Source: an optimization exercise on an open RTL-to-GDS flow (aim: small area). Production flows keep margins and buffers that such runs may drop. In this exercise RTL edits were held to simulation tests only and were not proved equivalent to the original.

## config.mk

```make
export PLATFORM = sky130hd
export DESIGN_NAME = si8900_core
export DESIGN_NICKNAME = si8900_core
export VERILOG_FILES = /design/flow/design.v
export SDC_FILE = /design/flow/constraint.sdc
export NUM_CORES = 4
export LEC_CHECK = 0
export CAP_MARGIN = 20
export CORE_MARGIN = 2
export CORE_UTILIZATION = 40
export SLEW_MARGIN = 20
```

## constraint.sdc

```tcl
create_clock -name core_clock -period 50.0 [get_ports {clk}]
set_input_delay 10.0000 -clock core_clock [delete_from_list [all_inputs] [get_ports {clk}]]
set_output_delay 10.0000 -clock core_clock [all_outputs]
set_load 0.01 [all_outputs]
```

## design.v

```verilog
module si8900_dec (
    input  wire [7:0]  b0,        
    input  wire [7:0]  b1,        
    input  wire [7:0]  b2,        
    input  wire [7:0]  k,         
    output wire [7:0]  ch,
    output wire [15:0] val,
    output wire        failed
);
    wire [15:0] inter = ({8'd0, b1} << 7) | {8'd0, b2};
    assign failed = (b0 != k);
    assign ch     = failed ? 8'hFF   : {6'd0, b1[5:4]};
    assign val    = failed ? 16'h00FF : ((inter & 16'h07FE) >> 1);
endmodule
module si8900_core #(
    parameter HS_MAX              = 40,   
    parameter ECHO_MAX            = 5,    
    parameter POLL_MAX            = 60,   
    parameter CAL_AFTER_FINAL     = 1,    
    parameter OS_EXCLUDE_BY_VALUE = 0     
) (
    input  wire        clk,
    input  wire        rst,              
    input  wire        op_start,
    input  wire [31:0] req,
    output wire        busy,
    output reg         done,
    output reg  [1:0]  status,
    output reg  [7:0]  res_cmd,
    output reg  [15:0] res_word,
    output reg  [7:0]  res_channel,
    output reg  [15:0] res_value,
    output reg         res_failed,
    output reg         rx_conf,
    output reg         cf_conf,
    input  wire [23:0] pkt,
    input  wire        pkt_valid,
    input  wire        transmit_ready,
    input  wire        receive_ready,
    input  wire [7:0]  read_data,
    output wire        send_byte,
    output wire [7:0]  send_data,
    output wire        read_byte
);
    localparam [3:0] IDLE   = 4'd0,
                     HS_TX0 = 4'd1,
                     HS_RX  = 4'd2,
                     HS_TXM = 4'd3,
                     HS_TXA = 4'd4,
                     CT_TX  = 4'd5,
                     CT_RX  = 4'd6,
                     OS_RUN = 4'd7,
                     OS_FIN = 4'd8;
    localparam [2:0] OP_AUTOBAUD = 3'd0,
                     OP_PACK     = 3'd1,
                     OP_SENDCMD  = 3'd2,
                     OP_DECODE   = 3'd3,
                     OP_DECODEOS = 3'd4,
                     OP_REVBITS  = 3'd5;
    localparam [1:0] ST_OK           = 2'd0,
                     ST_HS_TIMEOUT   = 2'd1,
                     ST_ECHO_TIMEOUT = 2'd2,
                     ST_ILLEGAL_OP   = 2'd3;
    localparam [7:0] CAL  = 8'hAA;
    localparam [7:0] CONF = 8'h55;
    reg  [3:0]  fsm;
    reg  [15:0] iter;
    reg  [15:0] tries;
    reg  [15:0] poll;
    reg  [7:0]  cmd_lat;
    reg  [17:0] acc;
    reg  [7:0]  succ;
    reg  [7:0]  rem;
    reg  [7:0]  last_ch;
    wire [2:0]  op    = req[31:29];
    wire [1:0]  inch  = req[28:27];
    wire        vref  = req[26];
    wire        mode  = req[25];
    wire        pga   = req[24];
    wire [7:0]  count = req[23:16];
    wire [15:0] arg   = req[15:0];
    wire tx_state = (fsm == HS_TX0) || (fsm == HS_TXM) || (fsm == HS_TXA) || (fsm == CT_TX);
    wire rx_state = (fsm == HS_RX) || (fsm == CT_RX);
    assign busy      = (fsm != IDLE);
    assign send_byte = !rst && tx_state && transmit_ready;
    assign read_byte = !rst && rx_state && receive_ready;
    assign send_data = (fsm == CT_TX) ? cmd_lat : CAL;
    wire waiting  = (tx_state && !transmit_ready) || (rx_state && !receive_ready);
    wire poll_end = (POLL_MAX != 0) && (poll == POLL_MAX - 1);
    wire [7:0]  dec_k = (fsm == IDLE) ? arg[7:0] : cmd_lat;
    wire [7:0]  dec_ch;
    wire [15:0] dec_val;
    wire        dec_failed;
    si8900_dec u_dec (
        .b0     (pkt[23:16]),
        .b1     (pkt[15:8]),
        .b2     (pkt[7:0]),
        .k      (dec_k),
        .ch     (dec_ch),
        .val    (dec_val),
        .failed (dec_failed)
    );
    wire counted = OS_EXCLUDE_BY_VALUE ? (dec_val != 16'h00FF) : !dec_failed;
    wire [17:0] mean = acc / {10'd0, succ};   
    reg [15:0] rev;
    integer i;
    always @(*) begin
        for (i = 0; i < 16; i = i + 1)
            rev[i] = arg[15 - i];
    end
    always @(posedge clk) begin
        if (rst) begin
            fsm         <= IDLE;
            rx_conf     <= 1'b0;
            cf_conf     <= 1'b0;
            iter        <= 16'd0;
            tries       <= 16'd0;
            poll        <= 16'd0;
            cmd_lat     <= 8'd0;
            acc         <= 18'd0;
            succ        <= 8'd0;
            rem         <= 8'd0;
            last_ch     <= 8'd0;
            res_cmd     <= 8'd0;
            res_word    <= 16'd0;
            res_channel <= 8'd0;
            res_value   <= 16'd0;
            res_failed  <= 1'b0;
            status      <= ST_OK;
            done        <= 1'b0;
        end else begin
            done <= 1'b0;
            if (waiting) begin
                if (poll_end) begin
                    status <= (fsm == CT_TX || fsm == CT_RX) ? ST_ECHO_TIMEOUT : ST_HS_TIMEOUT;
                    done   <= 1'b1;
                    fsm    <= IDLE;
                end else if (POLL_MAX != 0) begin
                    poll <= poll + 16'd1;
                end
            end else begin
                case (fsm)
                    IDLE: if (op_start) begin
                        case (op)
                            OP_AUTOBAUD: begin
                                rx_conf <= 1'b0;
                                cf_conf <= 1'b0;
                                iter    <= 16'd0;
                                poll    <= 16'd0;
                                fsm     <= HS_TX0;
                            end
                            OP_PACK: begin
                                res_cmd <= 8'hC0 | ({6'd0, inch} << 4) | ({7'd0, vref} << 3)
                                         | ({7'd0, mode} << 2) | {7'd0, pga};
                                status  <= ST_OK;
                                done    <= 1'b1;
                            end
                            OP_SENDCMD: begin
                                cmd_lat <= arg[7:0];
                                tries   <= 16'd0;
                                poll    <= 16'd0;
                                fsm     <= CT_TX;
                            end
                            OP_DECODE: begin
                                res_channel <= dec_ch;
                                res_value   <= dec_val;
                                res_failed  <= dec_failed;
                                status      <= ST_OK;
                                done        <= 1'b1;
                            end
                            OP_DECODEOS: begin
                                cmd_lat <= arg[7:0];
                                rem     <= count;
                                acc     <= 18'd0;
                                succ    <= 8'd0;
                                last_ch <= 8'hFF;
                                fsm     <= (count == 8'd0) ? OS_FIN : OS_RUN;
                            end
                            OP_REVBITS: begin
                                res_word <= rev;
                                status   <= ST_OK;
                                done     <= 1'b1;
                            end
                            default: begin
                                status <= ST_ILLEGAL_OP;
                                done   <= 1'b1;
                            end
                        endcase
                    end
                    HS_TX0: begin
                        poll <= 16'd0;
                        fsm  <= HS_RX;
                    end
                    HS_RX: begin
                        iter <= iter + 16'd1;
                        poll <= 16'd0;
                        if (read_data == CONF) begin
                            if (!rx_conf) begin
                                rx_conf <= 1'b1;
                                fsm     <= HS_TXA;
                            end else begin
                                cf_conf <= 1'b1;
                                if (CAL_AFTER_FINAL != 0) begin
                                    fsm <= HS_TXA;
                                end else begin
                                    status <= ST_OK;
                                    done   <= 1'b1;
                                    fsm    <= IDLE;
                                end
                            end
                        end else begin
                            rx_conf <= 1'b0;
                            cf_conf <= 1'b0;
                            fsm     <= HS_TXM;
                        end
                    end
                    HS_TXM: begin
                        poll <= 16'd0;
                        fsm  <= HS_TXA;
                    end
                    HS_TXA: begin
                        poll <= 16'd0;
                        if (rx_conf && cf_conf) begin
                            status <= ST_OK;
                            done   <= 1'b1;
                            fsm    <= IDLE;
                        end else if (iter == HS_MAX) begin
                            status <= ST_HS_TIMEOUT;
                            done   <= 1'b1;
                            fsm    <= IDLE;
                        end else begin
                            fsm <= HS_RX;
                        end
                    end
                    CT_TX: begin
                        tries <= tries + 16'd1;
                        poll  <= 16'd0;
                        fsm   <= CT_RX;
                    end
                    CT_RX: begin
                        poll <= 16'd0;
                        if (read_data == cmd_lat) begin
                            status <= ST_OK;
                            done   <= 1'b1;
                            fsm    <= IDLE;
                        end else if (tries == ECHO_MAX) begin
                            status <= ST_ECHO_TIMEOUT;
                            done   <= 1'b1;
                            fsm    <= IDLE;
                        end else begin
                            fsm <= CT_TX;
                        end
                    end
                    OS_RUN: if (pkt_valid) begin
                        last_ch <= dec_ch;
                        if (counted) begin
                            acc  <= acc + {2'd0, dec_val};
                            succ <= succ + 8'd1;
                        end
                        rem <= rem - 8'd1;
                        if (rem == 8'd1)
                            fsm <= OS_FIN;
                    end
                    OS_FIN: begin
                        if (succ == 8'd0) begin
                            res_channel <= 8'hFF;
                            res_value   <= 16'h00FF;
                            res_failed  <= 1'b1;
                        end else begin
                            res_channel <= last_ch;
                            res_value   <= mean[15:0];
                            res_failed  <= 1'b0;
                        end
                        status <= ST_OK;
                        done   <= 1'b1;
                        fsm    <= IDLE;
                    end
                    default: fsm <= IDLE;
                endcase
            end
        end
    end
endmodule
```

## run.sh

```bash
#!/bin/bash
# synth_recipe.tcl (not shown) runs the flow's synth.tcl, then flattens the netlist and writes it again
# the make line also repeats each setting of config.mk as NAME=value (left out here)
make -C /OpenROAD-flow-scripts/flow DESIGN_CONFIG=/design/flow/config.mk WORK_HOME=/design/flow/orfs CLKGATE_MAP_FILE= SYNTH_SCRIPT=/design/flow/synth_recipe.tcl finish
```

==> flow_summary.json <==
{
  "status": "complete, no violations",
  "port_buffers": 130,
  "crit_top_cell": "o21a_1",
  "met3_wirelength_mm": 1.440,
  "cp_max_fo": 18,
  "wl_met2_mm": 18.00,
  "wl_mm": 39.12,
  "fp.dieH_um": 190.0,
  "cts_buffers": 17,
  "cts_tree": "built",
  "cts-root-buf": "clkbuf_16",
  "dpl_cell_area_mm2": 0.01546,
  "start_util_pct": 40.37,
  "rsz0062_at_grt": "false",
  "fin_setup_tns_ns": 0,
  "grt_first_pass_wirelength_mm": 63.68,
  "timing.hold.ws_ns": 0.4528,
  "grt-ovfl-total": 0,
  "synth_top_area_cell": "dfxtp_1",
  "relSlewSlack_pct": 35.23,
  "route.top_layer_used": "met4",
  "fp.dieArea_mm2": 0.03611,
  "synth-seq-cells": 144,
  "place.detailed.hpwl_mm": 30.03,
  "synth_fp_nets": 2022,
  "utilization_pct": 46.96,
  "synth_cell_types": 102,
  "skew_ns": 0.01041,
  "cp_slowest_stage_delay_ns": 0.76,
  "clk_pin_slew_ns": 0.07,
  "final_layout_size_suffix_gt1_share_pct": 6.716,
  "nFillCells": 3401,
  "synth-edff-count": 0,
  "synth-main-ff-cell": "dfxtp_1",
  "grt_max_degree": 86,
  "report.final.setup_viol": 0,
  "crit_path_end_kind": "register",
  "crit_path_start_kind": "register",
  "core_area_mm2": 0.03429,
  "met1_length_mm": 18.99,
  "cts_resized": 0,
  "postLayoutCellArea_mm2": 0.01610,
  "pin_count": 135,
  "post_cts_buffers": 0,
  "cts.path.max_buffers": 2,
  "place_ws_ns": 9.196,
  "clk_latency_ns": 0.43,
  "wl_per_cell_um": 16.56,
  "fmax_mhz": 24.21,
  "syn-cell-area_mm2": 0.01384,
  "ant_nets": 0,
  "gp_congestion": 0.8596,
  "slew_viol_final": 0,
  "ys_top_cells_by_area": "dfxtp_1 21%, ha_1 12%, nor2_1 6.0%, nand2_1 5.0%, a21oi_1 4.5%",
  "antenna_found_initial": 2,
  "die_w_um": 190.0,
  "area_growth_pct": 16.30,
  "timing.critical_path.buf_inv": 4,
  "clock_sinks": 144,
  "yosysWarnings": 1,
  "post-route-min-period_ns": 41.30,
  "async_flop_share_pct": 0,
  "finalWorstSetupSlack_ns": 8.698,
  "nNetsFinal": 2101,
  "routed_via_density": 5.708,
  "crit_family": "compound AO/OA/AOI/OAI gates",
  "grt_use_total_pct": 21.43,
  "htree_levels": 4,
  "fin_crit_sh_pct": 82.60,
  "rows": 68,
  "yosysTopAreaCellShare_pct": 20.82,
  "ys_seq_area_share_pct": 20.82,
  "cp_slowest_cell": "a211oi_1",
  "hp-class": "reg -> reg",
  "num_vias": 13490,
  "final_cells": 2363,
  "dr.pass1.iters": 5,
  "dp.cells": 2329,
  "cp.arrival_ns": 41.58,
  "worst_pin_slew_ns": 0.9715,
  "drc": 0,
  "hold_viol": 0,
  "grt_pass1_vias": 12480,
  "required_ns": 50.28,
  "maxCapViolCount": 0,
  "drt-initial-drc-count": 727,
  "netlist_instances": 1814,
  "worst-setup-path-type": "reg -> reg",
  "synth_area_per_cell_um2": 7.631,
  "holdBufCountCts": 0
}
-- state kept, by name, indices dropped and copies added, names as in the netlist, 16 cells and up --
register	flops
tries	16
poll	16
res_value	16
iter	16
acc	18
res_word	16
-- cell type report --
class	instances	area, um2	area share (%)
antenna	2	5.005	0.03108
clock buffer	20	446.7	2.774
clock inverter	12	182.7	1.135
inverter	49	183.9	1.142
multi-input combinational	1538	10440	64.82
sequential	144	2883	17.90
tap	455	569.3	3.536
timing repair buffer	143	1394	8.657
-- synth_stat cells, types with 6 or more instances --
library cell	number
o21ai_0	70
o211ai_1	11
nand2b_1	19
mux2i_1	38
a211oi_1	24
a31oi_1	12
xnor2_1	62
or2_2	21
or3_1	34
nor2b_1	17
a21o_1	28
ha_1	137
inv_1	48
nand3_1	43
a22oi_1	16
nor2_1	223
o21bai_1	9
and3_1	21
xor2_1	61
mux2_2	24
dfxtp_1	144
nor4_1	20
o31ai_1	24
nand4_1	20
nand2_1	184
o21a_1	50
clkbuf_1	65
a21oi_1	125
and2_1	15
buf_4	10
a211o_1	8
nor3_1	69
o221ai_1	7
nor4b_1	6
buf_2	7
o22ai_1	6
-- layout by cell type, fill, tap and decap left out, types with 28 or more instances in the layout --
master	synthesis	final
nand3_1	43	43
ha_1	137	137
nor3_1	69	69
a21o_1	28	28
nor2_1	223	223
xor2_1	61	61
xnor2_1	62	62
o21ai_0	70	70
a21oi_1	125	125
clkdlybuf4s50_1	0	129
dfxtp_1	144	144
nand2_1	184	184
inv_1	48	48
mux2i_1	38	38
or3_1	34	34
o21a_1	50	50
-- tightest hold or removal path, cell delays in order (launching register included) --
cell and delay [ns]:
dfxtp_1 0.31, nand2_1 0.05, a21oi_1 0.05
-- routing by layer --
metal  track usage, %  vias to the layer above
li1                 -                     6822
met1            28.92                     6389
met2            35.79                      237
met3            2.785                       40
met4            5.933                        0
met5                0                        -
-- path summary, 6_finish.rpt --
check / start / endpoint / slack, ns / cells past startpoint
max: succ[7]$_SDFFE_PP0P_ / res_value[0]$_SDFFE_PP0P_ / 8.70 / 163
min: res_word[15]$_SDFFE_PP0P_ / res_word[15]$_SDFFE_PP0P_ / 0.45 / 2
max reg2reg: succ[7]$_SDFFE_PP0P_ / res_value[0]$_SDFFE_PP0P_ / 8.70 / 163
min reg2reg: res_word[15]$_SDFFE_PP0P_ / res_word[15]$_SDFFE_PP0P_ / 0.45 / 2
-- logic make-up (layout without fill, tap and decap cells) --
logic type	count (synthesis)	after routing	share of synthesized area (%)
AOI/OAI and AO/OA	485	485	24.69
xor gates and xnor gates	123	123	7.782
adders and majority gates	139	139	12.60
buffers and inverters	132	224	3.913
DFF	144	144	20.82
muxes	63	63	4.808
other	1	3	0.02709
and+or+nand+nor	727	727	25.35

## separate check: timing with driven ports
The flow's constraints put no driver on any port. The routed layout listed below was extracted and timed again, unchanged, in two steps.
Step 1 assumes that a clkbuf_16 drives the clock port and a buf_2 every other input.
Step 2, shift: input delay + t, output delay - t, t = (earliest + latest rising clock arrival at the registers) / 2. This alone moves slack from input paths to output paths.
Three values: ideal ports, drivers, drivers and shift; two values: the first two.
t (ns): 0.471
setup WS [ns]: 8.698 / 8.698 / 8.698
pins driven straight from the clock port: 1
After both steps setup and hold are still met in this run. For this run, drivers alone change the setup slack by 0.000 ns; drivers and shift together by 0.000 ns.
